What follows belongs to an exercise in optimizing a design on an open flow for small area, a short achievable clock period and few clock cycles; a production flow would make more cautious choices. At most, simulation tests tie the RTL to the original design; equivalence was not proved. Power and IR drop assume default switching activity.

## the baseline
==> flow/design.v (excerpt) <==
module patch_encoder (
    input             clk,
    input             rst,
    input             large_patch,
    input             in_valid,
    output            in_ready,
    input      [1:0]  in_kind,
    input      [31:0] in_coef,
    input      [15:0] in_stride,
    input      [7:0]  in_patch_size,
    input      [7:0]  in_layer_type,
    input      [7:0]  in_quant_wbits,
    input      [31:0] in_dc_offset,
    input      [15:0] in_range,
    input      [31:0] in_patch_ids,
    input      [15:0] in_postquant,
    output            out_valid,
    input             out_ready,
    output     [7:0]  out_data,
    output            out_last
);
Size in the first run: roughly 4800 cells after synthesis, about 1900 flip-flops, ~190 I/O pins, about 75000 µm² of cells after synthesis.
make LEC_CHECK=0 ABC_CLOCK_PERIOD_IN_PS=2700 CAP_MARGIN=20 CORE_MARGIN=2 CORE_UTILIZATION=40 CTS_CLUSTER_DIAMETER=80 CTS_CLUSTER_SIZE=24 SETUP_SLACK_MARGIN=3.8 SLEW_MARGIN=20 finish   # period 6.5 ns
run.sh (not shown) runs the stock make flow with config.mk's settings and CLKGATE_MAP_FILE= SYNTH_SCRIPT=/design/flow/synth_recipe.tcl, a recipe that flattens the netlist after the stock synthesis.
Testbench counts of the baseline, summed over its fixed seeds: cycles 13,490.
Modified inputs, the candidate compared to the baseline
diff --git a/flow/design.v b/flow/design.v
--- a/flow/design.v
+++ b/flow/design.v
@@ -80,14 +80,14 @@
     reg        gh_full;
     reg        c_cf, c_ph;
     reg [16:0] c_lo;
     reg        c_sg, c_up0, c_up1, c_last, c_beyond, c_n0;
     reg [3:0]  c_q;
     reg [1:0]  c_j;
-    reg [18:0] mem [0:63];
-    reg [6:0]  wptr;
+    reg [64*19-1:0] mem;      
+    reg [63:0] wp_oh;         
     reg [63:0] rp_oh;         
     reg        fne;           
     reg  [6:0] fcnt;          
     wire       tok_load;
     reg        e_v;
     reg [1:0]  e_j;
@@ -231,12 +231,13 @@
             t1_end <= (c_cf & c_last) | (c_ph & c_n0);
         end
     end
     reg [18:0] pend_tok;
     reg [18:0] wr_d;
     reg [6:0]  ntok;
+    integer     wi;
     wire [18:0] t1_tok  = {1'b1, t1_sg, t1_mag};
     wire [18:0] run_tok = {12'd0, zcnt};
     wire        t1_nz   = t1_v & t1_eff;
     reg        wr_n_v, pend_n_v;
     reg [18:0] wr_n_d, pend_n_tok;
     always @(*) begin
@@ -267,13 +268,14 @@
     reg [3:0]  e_minw;
     reg [4:0]  hb_r;
     wire [4:0] wfin = ((hb_r > {1'b0, e_minw}) ? hb_r : {1'b0, e_minw}) + 5'd1;
     always @(posedge clk) begin
         wr_d     <= wr_n_d;
         pend_tok <= pend_n_tok;
-        if (wr_v) mem[wptr[5:0]] <= wr_d;
+        for (wi = 0; wi < 64; wi = wi + 1)
+            if (wr_v & wp_oh[wi]) mem[wi*19 +: 19] <= wr_d;
         hb_r   <= hb;
         e_minw <= minw;
         e_j    <= t1_j;
         e_eob  <= t1_v & !t1_eff;
         e_ntok <= ntok_add;
         if (e_v) begin
@@ -285,13 +287,13 @@
             wr_v   <= 1'b0;
             e_v    <= 1'b0;
             pend_v <= 1'b0;
             zcnt   <= 7'd0;
             z_any  <= 1'b0;
             ntok   <= 7'd0;
-            wptr   <= 7'd0;
+            wp_oh  <= 64'd1;
             fcnt   <= 7'd0;
             fne    <= 1'b0;
         end else begin
             wr_v   <= wr_n_v;
             e_v    <= t1_end;
             pend_v <= pend_n_v;
@@ -299,13 +301,13 @@
             else if (t1_v & !t1_eff)   zcnt <= zcnt + 7'd1;
             else if (t1_nz)            zcnt <= 7'd0;
             if (t1_end)                z_any <= 1'b0;
             else if (t1_v & !t1_eff)   z_any <= 1'b1;
             else if (t1_nz)            z_any <= 1'b0;
             ntok <= t1_end ? 7'd0 : ntok_add;
-            if (wr_v) wptr <= wptr + 7'd1;
+            if (wr_v) wp_oh <= {wp_oh[62:0], wp_oh[63]};
             fne  <= (fcnt >= 7'd2) | (fcnt == 7'd1) & (wr_v | !tok_load) | wr_v;
             if (wr_v & !tok_load)      fcnt <= fcnt + 7'd1;
             else if (!wr_v & tok_load) fcnt <= fcnt - 7'd1;
         end
     end
     localparam [3:0] S_IDLE = 4'd0, S_GH1 = 4'd1, S_H1 = 4'd2, S_H2 = 4'd3,
@@ -448,13 +450,13 @@
     assign tok_load = (!tok_v | tok_use) & fne;
     reg [18:0] rd_tok;
     integer ri;
     always @(*) begin
         rd_tok = 19'd0;
         for (ri = 0; ri < 64; ri = ri + 1)
-            rd_tok = rd_tok | ({19{rp_oh[ri]}} & mem[ri]);
+            rd_tok = rd_tok | ({19{rp_oh[ri]}} & mem[ri*19 +: 19]);
     end
     always @(posedge clk) begin
         if (tok_load) tok_q <= rd_tok;
         if (es == S_IDLE && h_ok && u_rdy && h_type == C_PH) begin
             toks_left <= jq_ntok[jq_rp];
             tl0       <= (jq_ntok[jq_rp] == 7'd0);
==> comparison <==
Of the baseline and the candidate, the candidate shows the higher total number of nets in the final design, with the baseline below it. Higher overall power of the completed layout among the baseline and the candidate: the candidate. NOTE: critical path depth in the candidate falls short of that of the baseline. In the tables for the baseline and the candidate, synthesized cell count reads higher with the candidate. Going from the baseline to the candidate, tapcell count grew slightly. Delta (the candidate minus the baseline): number of hold violations in the final report level; fraction of layout instances using a drive strength above 1 decreased 2.2 points; share of the cycle needed by the critical path after routing climbed 0.44 points. Per the comparison of the candidate with the baseline, clock share of power climbed 0.7 points, routed wire length now sits higher, sequential share of layout area increased 0.57 points. The candidate ends up with higher met1 global-route usage than the baseline does.
For the candidate, only the layout was checked, not whether the RTL still works.

the previous run:
patch_encoder, a different RTL version from the one above (not shown whole).
Size in the first run: ~5000 cells after synthesis, about 2000 flip-flops, roughly 76000 um2 of cells after synthesis.
## patch_encoder
module patch_encoder (
    input             clk,
    input             rst,
    input             large_patch,
    input             in_valid,
    output            in_ready,
    input      [1:0]  in_kind,
    input      [31:0] in_coef,
    input      [15:0] in_stride,
    input      [7:0]  in_patch_size,
    input      [7:0]  in_layer_type,
    input      [7:0]  in_quant_wbits,
    input      [31:0] in_dc_offset,
    input      [15:0] in_range,
    input      [31:0] in_patch_ids,
    input      [15:0] in_postquant,
    output            out_valid,
    input             out_ready,
    output     [7:0]  out_data,
    output            out_last
);
    localparam [1:0] C_GH = 2'd0, C_PH = 2'd1, C_COEF = 2'd2, C_END = 2'd3;
    localparam [1:0] E_GH = 2'd0, E_PE = 2'd1, E_CF = 2'd2;    
    reg        in_ready_q;
    assign in_ready = in_ready_q;
    wire       fire = in_valid & in_ready_q;
    reg [1:0]  exp_k;
    reg [6:0]  n_cur;         
    reg [6:0]  coef_left;     
    reg [6:0]  pq_r;          
    reg        lp_q;          
    wire       k_cf  = (exp_k == E_CF);
    wire       f_cf  = fire & k_cf;
    wire       f_gh  = fire & !k_cf & (in_kind == C_GH);
    wire       f_ph  = fire & !k_cf & (in_kind == C_PH);
    reg  [1:0] ph_ok;         
  ...
clock: 6.5 ns
lec_check: 0
abc_clock_period_in_ps: 2700
cap_margin: 20
core_margin: 2
core_utilization: 40
cts_cluster_diameter: 80
cts_cluster_size: 24
setup_slack_margin: 3.8
slew_margin: 20
Setup changes, the previous run to the current run
diff --git a/flow/design.v b/flow/design.v
--- a/flow/design.v
+++ b/flow/design.v
@@ -81,16 +81,16 @@
     reg [31:0] gh_d;
     reg        gh_full;
     reg        c_cf, c_ph;
     reg [16:0] c_lo;
     reg        c_sg, c_up0, c_up1, c_last, c_beyond, c_n0;
     reg [3:0]  c_q;
     reg [1:0]  c_j;
-    reg [64*19-1:0] mem;      
-    reg [63:0] wp_oh;         
+    reg [18:0] mem [0:63];
+    reg [6:0]  wptr;
     reg [63:0] rp_oh;         
     reg        fne;           
     reg  [6:0] fcnt;          
     wire       tok_load;
     reg        e_v;
     reg [1:0]  e_j;
     reg        t1_v, t1_end;
@@ -229,15 +229,14 @@
             t1_v   <= c_cf;
             t1_end <= (c_cf & c_last) | (c_ph & c_n0);
         end
     end
     reg [18:0] pend_tok;
     reg [18:0] wr_d;
     reg [6:0]  ntok;
-    integer     wi;
     wire [18:0] t1_tok  = {1'b1, t1_sg, t1_mag};
     wire [18:0] run_tok = {12'd0, zcnt};
     wire        t1_nz   = t1_v & t1_eff;
     reg        wr_n_v, pend_n_v;
     reg [18:0] wr_n_d, pend_n_tok;
     always @(*) begin
         wr_n_v     = pend_v;
@@ -266,16 +265,15 @@
     reg [6:0]  e_ntok;
     reg [3:0]  e_minw;
     reg [4:0]  hb_r;
     wire [4:0] wfin = ((hb_r > {1'b0, e_minw}) ? hb_r : {1'b0, e_minw}) + 5'd1;
     always @(posedge clk) begin
         wr_d     <= wr_n_d;
         pend_tok <= pend_n_tok;
-        for (wi = 0; wi < 64; wi = wi + 1)
-            if (wr_v & wp_oh[wi]) mem[wi*19 +: 19] <= wr_d;
+        if (wr_v) mem[wptr[5:0]] <= wr_d;
         hb_r   <= hb;
         e_minw <= minw;
         e_j    <= t1_j;
         e_eob  <= t1_v & !t1_eff;
         e_ntok <= ntok_add;
         if (e_v) begin
             jq_w[e_j]    <= wfin;
@@ -285,29 +283,29 @@
         if (rst) begin
             wr_v   <= 1'b0;
             e_v    <= 1'b0;
             pend_v <= 1'b0;
             zcnt   <= 7'd0;
             z_any  <= 1'b0;
             ntok   <= 7'd0;
-            wp_oh  <= 64'd1;
+            wptr   <= 7'd0;
             fcnt   <= 7'd0;
             fne    <= 1'b0;
         end else begin
             wr_v   <= wr_n_v;
             e_v    <= t1_end;
             pend_v <= pend_n_v;
             if (t1_end)                zcnt <= 7'd0;
             else if (t1_v & !t1_eff)   zcnt <= zcnt + 7'd1;
             else if (t1_nz)            zcnt <= 7'd0;
             if (t1_end)                z_any <= 1'b0;
             else if (t1_v & !t1_eff)   z_any <= 1'b1;
             else if (t1_nz)            z_any <= 1'b0;
             ntok <= t1_end ? 7'd0 : ntok_add;
-            if (wr_v) wp_oh <= {wp_oh[62:0], wp_oh[63]};
+            if (wr_v) wptr <= wptr + 7'd1;
             fne  <= (fcnt >= 7'd2) | (fcnt == 7'd1) & (wr_v | !tok_load) | wr_v;
             if (wr_v & !tok_load)      fcnt <= fcnt + 7'd1;
             else if (!wr_v & tok_load) fcnt <= fcnt - 7'd1;
         end
     end
     localparam [3:0] S_IDLE = 4'd0, S_GH1 = 4'd1, S_H1 = 4'd2, S_H2 = 4'd3,
                      S_H3 = 4'd4, S_H4 = 4'd5, S_H5 = 4'd6, S_TOK = 4'd7,
@@ -448,15 +446,15 @@
     assign gh_pop = pop_g;
     assign tok_load = (!tok_v | tok_use) & fne;
     reg [18:0] rd_tok;
     integer ri;
     always @(*) begin
         rd_tok = 19'd0;
         for (ri = 0; ri < 64; ri = ri + 1)
-            rd_tok = rd_tok | ({19{rp_oh[ri]}} & mem[ri*19 +: 19]);
+            rd_tok = rd_tok | ({19{rp_oh[ri]}} & mem[ri]);
     end
     always @(posedge clk) begin
         if (tok_load) tok_q <= rd_tok;
         if (es == S_IDLE && h_ok && u_rdy && h_type == C_PH) begin
             toks_left <= jq_ntok[jq_rp];
             tl0       <= (jq_ntok[jq_rp] == 7'd0);
             tl1       <= (jq_ntok[jq_rp] == 7'd1);
==> comparison <==
Die area of the current run falls short of that of the previous run by a few percent.
Going from the previous run to the current run, post-synthesis register bit count shrinks by about 3%.
Against the previous run, the current run comes in about 1.2% lower on width of the die.
Area after synthesis (the current run vs. the previous run) decreases by a few percent
Of the current run and the previous run, it is the current run that has the lower internal power component.
The current run does better than the previous run on cell area.
No run of this note included a check of the RTL's function; only the layout flow was run.

## static timing again, ports no longer ideal
In the flow no input, the clock included, has a driving cell. The finished layouts below were timed again as built, in two steps. Step 1 sets driving cells, clkbuf_16 on the clock port and buf_2 on the other inputs (assumed; they add their load-dependent delay and slew). Step 2 times the ports against the registers' clock, not the clock port: input delays grow and output delays shrink by t, the midpoint of the rising clock arrivals with the driver on. a / b / c = ideal ports / drivers / drivers and shift; a / b = the first two.
| run | t (ns) | slack for setup (ns) | clock arrival spread, ns | pins driven straight from the clock port |
|---|---|---|---|---|
| the baseline | 0.851 | 3.734 / 3.734 / 3.117 | 0.063 / 0.063 | 1 |
| the candidate | 0.845 | 3.705 / 3.705 / 3.094 | 0.078 / 0.078 | 1 |
| the previous run | 0.866 | 3.571 / 3.586 / 2.749 | 0.070 / 0.070 | 1 |
| the current run | 0.847 | 3.672 / 3.698 / 2.879 | 0.062 / 0.062 | 1 |
After both steps every run listed still meets setup and hold. For the previous run, which loses most, drivers alone change the setup slack by +0.015 ns; drivers and shift together by -0.822 ns.
